Source: an optimization exercise on an open RTL-to-GDS flow (aim: small area). Production flows keep margins and buffers that such runs may drop.
RTL that was checked went through simulation tests only; none was proved equivalent to the original.
No driver is modelled on the clock port, so clock power and skew are understated where the tree is cut down; a real chip needs a root buffer or a tree.
Power figures rest on the tool's default switching activity, not on a simulated workload.

Setup of the reference run:
## flashcart
module flashcart (
    input  wire        clk,
    input  wire        rst,           
    input  wire        req_valid,
    output wire        req_ready,
    input  wire        req_ev,        
    input  wire [2:0]  req_code,      
    input  wire [1:0]  req_win,       
    input  wire        req_we,        
    input  wire [12:0] req_off,
    input  wire [7:0]  req_data,
    input  wire        cfg_fj,        
    input  wire        cfg_bj,
    input  wire        cfg_cp,
    output wire        rsp_valid,
    output wire [7:0]  rsp_data,
    output wire        rsp_ok,        
    output wire        rsp_fwd,       
    output wire        rsp_map,       
    output wire [1:0]  rsp_ge,
    output wire [3:0]  rsp_bank,
    output wire [3:0]  rsp_flags,     
    output wire        rsp_bsel,      
    output wire        rsp_cpchg,     
    output wire        fl_en,
    output wire        fl_we,
    output wire [16:0] fl_addr,
    output wire [7:0]  fl_wdata,
    input  wire [7:0]  fl_rdata,
    output wire        ram_en,
    output wire        ram_we,
    output wire [14:0] ram_addr,
    output wire [7:0]  ram_wdata,
    input  wire [7:0]  ram_rdata
);
Size in the first run: ~360 cells after synthesis, ~130 I/O pins, about 2900 µm² of cells after synthesis.
export LEC_CHECK = 0
export CAP_MARGIN = 0
export CORE_MARGIN = 2
export CORE_UTILIZATION = 45
export SLEW_MARGIN = 0
create_clock -name core_clock -period 5.0 [get_ports {clk}]
standard.sh (not shown) runs the stock make flow with config.mk's settings and CLKGATE_MAP_FILE= SYNTH_SCRIPT=/design/flow/synth_recipe.tcl, a recipe that flattens the netlist after the stock synthesis.
==> flow/flow/run.sh <==
#!/bin/bash
# ORFS layout as standard.sh runs it, with three changes:
#  - synthesis maps the logic with an area-oriented ABC script (flow/synth.tcl);
#  - the buffers ABC inserts are removed at floorplan;
#  - the port buffers are the smallest buffer, buf_1.
set -euo pipefail
export FLOW_ABC_SCRIPT=$PWD/flow/abc_area.script
bash standard.sh SYNTH_SCRIPT=$PWD/flow/synth.tcl synth > synth.log 2>&1
bash standard.sh \
  BUFFER_PORTS_ARGS="-buffer_cell sky130_fd_sc_hd__buf_1" \
  REMOVE_ABC_BUFFERS=1 \
  CTS_ARGS="-repair_clock_nets -buf_list sky130_fd_sc_hd__clkbuf_8 -root_buf sky130_fd_sc_hd__clkbuf_8 -dont_use_dummy_load" \
  finish > layout.log 2>&1
==> flow/flow/abc_area.script <==
strash
&get -n
&st
&dch -f
&nf -R 1000 -F 8 -A 4 -C 32
&st
&syn2
&dch -f
&nf -R 1000 -F 8 -A 4 -C 32
&st
&syn3
&dch -f
&nf -R 1000 -F 8 -A 4 -C 32
&put
topo
==> flow/flow/synth.tcl <==
# synth_recipe.tcl (the standard synthesis) with one change: ABC maps the
# logic with flow/abc_area.script instead of ORFS's speed script.
proc synth {args} { yosys synth -nofsm -noshare {*}$args }
proc abc {args} {
  set i [lsearch $args -script]
  if {$i >= 0} { lset args [expr {$i+1}] $::env(FLOW_ABC_SCRIPT) }
  yosys abc {*}$args
}
source $::env(SCRIPTS_DIR)/synth.tcl
# left out here: clear keep_hierarchy, flatten, clean up, hide names made inside functions, write 1_2_yosys.v
Inputs modified between the reference run and the trial run:
-- flow/flow/run.sh --
<<< the reference run, line 11
  REMOVE_ABC_BUFFERS=1 \
  CTS_ARGS="-repair_clock_nets -buf_list sky130_fd_sc_hd__clkbuf_8 -root_buf sky130_fd_sc_hd__clkbuf_8 -dont_use_dummy_load" \
  finish > layout.log 2>&1
>>> the trial run, line 11
  REMOVE_ABC_BUFFERS=1 \
  CTS_ARGS="-sink_clustering_enable -repair_clock_nets -sink_clustering_size 50 -sink_clustering_max_diameter 500 -buf_list sky130_fd_sc_hd__clkbuf_8 -root_buf sky130_fd_sc_hd__clkbuf_8 -dont_use_dummy_load" \
  finish > layout.log 2>&1
### Flow results
The trial run: full flow OK, the timing, design-rule and antenna checks passed
Summary of the trial run over the reference run: post-synthesis share of cell area spent on xor and xnor gates barely changed, combinational power share barely changed, fmax barely changed, total power consumption of the routed design barely changed.
For number of standard cells in the layout, taps in and fillers out, the trial run and the reference run come out practically identical.
No run of this note included a check of the RTL's function; only the layout flow was run.

---

flashcart, a different RTL version from the one above (not shown whole).
Size: about 34 flip-flops, ~130 I/O pins, roughly 0.0025 mm² of cells after synthesis.
export LEC_CHECK = 0
export CAP_MARGIN = 0
export CORE_MARGIN = 2
export CORE_UTILIZATION = 45
export GPL_TIMING_DRIVEN = 0
export SLEW_MARGIN = 0
create_clock -name core_clock -period 5.0 [get_ports {clk}]
==> flow/flow/run.sh <==
#!/bin/bash
# ORFS layout as standard.sh runs it, with these changes:
#  - synthesis (flow/synth.tcl, the standard synthesis script) maps the
#    logic with area-oriented ABC scripts instead of ORFS's speed script:
#    it is run once with each script in flow/abc/ and the netlist with the
#    smallest cell area is kept (registers are mapped before ABC runs, so
#    every run has the same registers);
#  - the buffers ABC inserts are removed at floorplan;
#  - the port buffers are the smallest buffer, buf_1;
#  - the clock tree is one level of clock buffers (flow/cts_hook.tcl).
set -euo pipefail
STAT=$PWD/orfs/reports/$FLOW_PLATFORM/flashcart/base/synth_stat.txt
best=""
best_area=""
for s in "$PWD"/flow/abc/*.script; do
  name=$(basename "$s" .script)
  bash standard.sh clean_synth > "clean_$name.log" 2>&1 || true
  if FLOW_ABC_SCRIPT=$s bash standard.sh SYNTH_SCRIPT=$PWD/flow/synth.tcl synth \
       > "synth_$name.log" 2>&1; then
    area=$(grep -oE "Chip area for module .*: [0-9.]+" "$STAT" | awk '{print $NF}')
    echo "$name $area" >> synth_areas.txt
    if [[ -z "$best" ]] || awk -v a="$area" -v b="$best_area" 'BEGIN{exit !(a < b)}'; then
      best=$s
      best_area=$area
    fi
  fi
done
echo "best: $best $best_area" >> synth_areas.txt
bash standard.sh clean_synth > clean_best.log 2>&1 || true
FLOW_ABC_SCRIPT=$best bash standard.sh SYNTH_SCRIPT=$PWD/flow/synth.tcl synth > synth.log 2>&1
bash standard.sh \
  BUFFER_PORTS_ARGS="-buffer_cell sky130_fd_sc_hd__buf_1" \
  REMOVE_ABC_BUFFERS=1 \
  CLK_KX=3 CLK_KY=1 CLK_CELL=sky130_fd_sc_hd__clkbuf_8 PRE_CTS_TCL=$PWD/flow/cts_hook.tcl \
  finish > layout.log 2>&1
==> flow/flow/abc/a.script <==
&get -n
&st
&dch
&nf -a -R 1000
&st
&syn2
&if -g -K 6
&synch2
&nf -a -R 1000
&st
&dch
&nf -a -R 1000
&put
topo
==> flow/flow/abc/g4s2.script <==
strash
&get -n
&st
&dch -f
&nf -R 1000 -F 8 -A 4 -C 32
&st
&syn2
&dch -f
&nf -R 1000 -F 8 -A 4 -C 32
&st
&syn2
&dch -f
&nf -R 1000 -F 8 -A 4 -C 32
&st
&syn2
&dch -f
&nf -R 1000 -F 8 -A 4 -C 32
&put
topo
==> flow/flow/abc/g4s3E.script <==
strash
&get -n
&st
&dch -f
&nf -R 1000 -F 8 -A 4 -C 32 -E 20
&st
&syn3
&dch -f
&nf -R 1000 -F 8 -A 4 -C 32 -E 20
&st
&syn3
&dch -f
&nf -R 1000 -F 8 -A 4 -C 32 -E 20
&st
&syn3
&dch -f
&nf -R 1000 -F 8 -A 4 -C 32 -E 20
&put
topo
==> flow/flow/abc/g4s4.script <==
strash
&get -n
&st
&dch -f
&nf -R 1000 -F 8 -A 4 -C 32
&st
&syn4
&dch -f
&nf -R 1000 -F 8 -A 4 -C 32
&st
&syn4
&dch -f
&nf -R 1000 -F 8 -A 4 -C 32
&st
&syn4
&dch -f
&nf -R 1000 -F 8 -A 4 -C 32
&put
topo
==> flow/flow/abc/g6s3.script <==
strash
&get -n
&st
&dch -f
&nf -R 1000 -F 8 -A 4 -C 32
&st
&syn3
&dch -f
&nf -R 1000 -F 8 -A 4 -C 32
&st
&syn3
&dch -f
&nf -R 1000 -F 8 -A 4 -C 32
&st
&syn3
&dch -f
&nf -R 1000 -F 8 -A 4 -C 32
&st
&syn3
&dch -f
&nf -R 1000 -F 8 -A 4 -C 32
&st
&syn3
&dch -f
&nf -R 1000 -F 8 -A 4 -C 32
&put
topo
==> flow/flow/abc/r2.script <==
strash
&get -n
&st
&dch -f
&nf -R 1000 -F 8 -A 4 -C 32
&st
&syn2
&dch -f
&nf -R 1000 -F 8 -A 4 -C 32
&st
&syn3
&dch -f
&nf -R 1000 -F 8 -A 4 -C 32
&put
topo
==> flow/flow/abc/r2e.script <==
strash
&get -n
&st
&dch -f
&nf -R 1000 -F 8 -A 4 -C 32 -E 10
&st
&syn2
&dch -f
&nf -R 1000 -F 8 -A 4 -C 32 -E 10
&st
&syn3
&dch -f
&nf -R 1000 -F 8 -A 4 -C 32 -E 10
&put
topo
==> flow/flow/abc/r3.script <==
strash
&get -n
&st
&dch -f
&nf -R 1000 -F 8 -A 4 -C 32
&st
&syn2
&dch -f
&nf -R 1000 -F 8 -A 4 -C 32
&st
&syn3
&dch -f
&nf -R 1000 -F 8 -A 4 -C 32
&st
&syn3
&dch -f
&nf -R 1000 -F 8 -A 4 -C 32
&st
&syn3
&dch -f
&nf -R 1000 -F 8 -A 4 -C 32
&put
topo
Scripts as last shown in full above: flow/flow/synth.tcl
Other scripts of this flow, unchanged in this note and not shown: flow/flow/cts_hook.tcl
Rerun with:
--- a/flow/flow/synth.tcl
+++ b/flow/flow/synth.tcl
@@ -1,4 +1,5 @@
 # synth_recipe.tcl (the standard synthesis) with one change: ABC maps the
-# logic with flow/abc_area.script instead of ORFS's speed script.
+# logic with the script named by FLOW_ABC_SCRIPT (one of flow/abc/)
+# instead of ORFS's speed script.
 proc synth {args} { yosys synth -nofsm -noshare {*}$args }
 proc abc {args} {
=> Cell area stays the same; worst hold slack is unchanged; synthesized area is unchanged; utilization is unchanged.
Rerun with:
==> flow/flow/run.sh (replaced) <==
#!/bin/bash
# ORFS layout as standard.sh runs it, with three changes:
#  - synthesis maps the logic with an area-oriented ABC script (flow/synth.tcl);
#  - the buffers ABC inserts are removed at floorplan;
#  - the port buffers are the smallest buffer, buf_1;
#  - the clock tree is a one level of clock buffers (flow/cts_hook.tcl).
set -euo pipefail
export FLOW_ABC_SCRIPT=$PWD/flow/abc_area.script
bash standard.sh SYNTH_SCRIPT=$PWD/flow/synth.tcl synth > synth.log 2>&1
bash standard.sh \
  BUFFER_PORTS_ARGS="-buffer_cell sky130_fd_sc_hd__buf_1" \
  REMOVE_ABC_BUFFERS=1 \
  CLK_KX=3 CLK_KY=1 CLK_CELL=sky130_fd_sc_hd__clkbuf_8 PRE_CTS_TCL=$PWD/flow/cts_hook.tcl \
  finish > layout.log 2>&1
==> flow/flow/abc_area.script (new file) <==
strash
&get -n
&st
&dch -f
&nf -R 1000 -F 8 -A 4 -C 32
&st
&syn2
&dch -f
&nf -R 1000 -F 8 -A 4 -C 32
&st
&syn3
&dch -f
&nf -R 1000 -F 8 -A 4 -C 32
&put
topo
--- a/flow/flow/synth.tcl
+++ b/flow/flow/synth.tcl
@@ -1,5 +1,4 @@
 # synth_recipe.tcl (the standard synthesis) with one change: ABC maps the
-# logic with the script named by FLOW_ABC_SCRIPT (one of flow/abc/)
-# instead of ORFS's speed script.
+# logic with flow/abc_area.script instead of ORFS's speed script.
 proc synth {args} { yosys synth -nofsm -noshare {*}$args }
 proc abc {args} {
removed: flow/flow/abc/a.script
removed: flow/flow/abc/g4s2.script
removed: flow/flow/abc/g4s3E.script
removed: flow/flow/abc/g4s4.script
removed: flow/flow/abc/g6s3.script
removed: flow/flow/abc/r2.script
removed: flow/flow/abc/r2e.script
removed: flow/flow/abc/r3.script
After rerunning:
- clock power stays flat
- synthesized cell count increases by 4.5%
- sequential share of layout area shrinks by 0.24 points
No run of this note takes its clock network from TritonCTS; it comes from the design's own scripts or RTL.

---

Another version of the RTL of flashcart (not shown whole).
Size: ~130 I/O pins, roughly 0.0026 mm^2 of cells after synthesis.
export LEC_CHECK = 0
export CAP_MARGIN = 0
export CORE_MARGIN = 2
export CORE_UTILIZATION = 45
export GPL_ROUTABILITY_DRIVEN = 0
export GPL_TIMING_DRIVEN = 0
export SLEW_MARGIN = 0
create_clock -name core_clock -period 5.0 [get_ports {clk}]
==> flow/flow/run.sh <==
#!/bin/bash
# ORFS layout as standard.sh runs it, with three changes:
#  - synthesis maps the logic with an area-oriented ABC script (flow/synth.tcl);
#  - the buffers ABC inserts are removed at floorplan;
#  - the port buffers are the smallest buffer, buf_1;
#  - the clock tree is a one level of clock buffers (flow/cts_hook.tcl).
set -euo pipefail
export FLOW_ABC_SCRIPT=$PWD/flow/abc_area.script
bash standard.sh SYNTH_SCRIPT=$PWD/flow/synth.tcl synth > synth.log 2>&1
bash standard.sh \
  BUFFER_PORTS_ARGS="-buffer_cell sky130_fd_sc_hd__buf_1" \
  REMOVE_ABC_BUFFERS=1 \
  CLK_KX=3 CLK_KY=1 CLK_CELL=sky130_fd_sc_hd__clkbuf_8 PRE_CTS_TCL=$PWD/flow/cts_hook.tcl \
  finish > layout.log 2>&1
Other scripts of this flow, unchanged in this note and not shown: flow/flow/abc_area.script, flow/flow/cts_hook.tcl, flow/flow/synth.tcl
The baseline completed with no timing, DRC or antenna violations.
Then changed:
- GPL_ROUTABILITY_DRIVEN: 0 -> not set
The changed run finished clean.
Cell area fell by 0.74%.
Area after synthesis is unchanged.
Total power goes down by about 0.9%.
Worst setup slack improves by 0.023 ns.
First-iteration DRC count fell by about 4%.
Combinational power barely changes.
Sequential share of layout area increases by 0.19 points.
Maximum frequency rises by 0.49%.
Via count falls by about 0.8%.
Clock skew came out lower by 0.0060 ns.
Clock power falls by about 3%.
In every run of this note, the design's own scripts or RTL, not TritonCTS, make the clock network.

-- what the ideal ports hide --
In the flow no input, the clock included, has a driving cell. The finished layouts below were timed again as built, in two steps.
Step 1 (the two cells are an assumption about what drives the block):
set clk [get_ports {clk}]
set_driving_cell -lib_cell sky130_fd_sc_hd__clkbuf_16 $clk
set_driving_cell -lib_cell sky130_fd_sc_hd__buf_2 [delete_from_list [all_inputs] $clk]
Step 2 also shifts input and output timing later by t, the mid clock arrival at the registers, as if the neighbouring blocks saw the same clock.
Slacks: no drivers / after step 1 / after step 2; pairs: no drivers / after step 1.
run	shift t [ns]	setup slack, ns	worst register clock-pin slew, ns	pins driven straight from the clock port
the reference run	0.318	0.449 / 0.429 / 0.429	0.08 / 0.08	1
the trial run	0.318	0.449 / 0.429 / 0.429	0.08 / 0.08	1
the first run of note 2	0.188	0.307 / 0.286 / 0.267	0.08 / 0.08	3
the second run of note 2	0.188	0.307 / 0.286 / 0.267	0.08 / 0.08	3
the third run of note 2	0.187	0.272 / 0.245 / 0.245	0.09 / 0.09	3
the first run of note 3	0.197	0.317 / 0.295 / 0.295	0.10 / 0.10	3
the second run of note 3	0.190	0.340 / 0.313 / 0.313	0.09 / 0.09	3
After both steps every run listed still meets setup and hold.
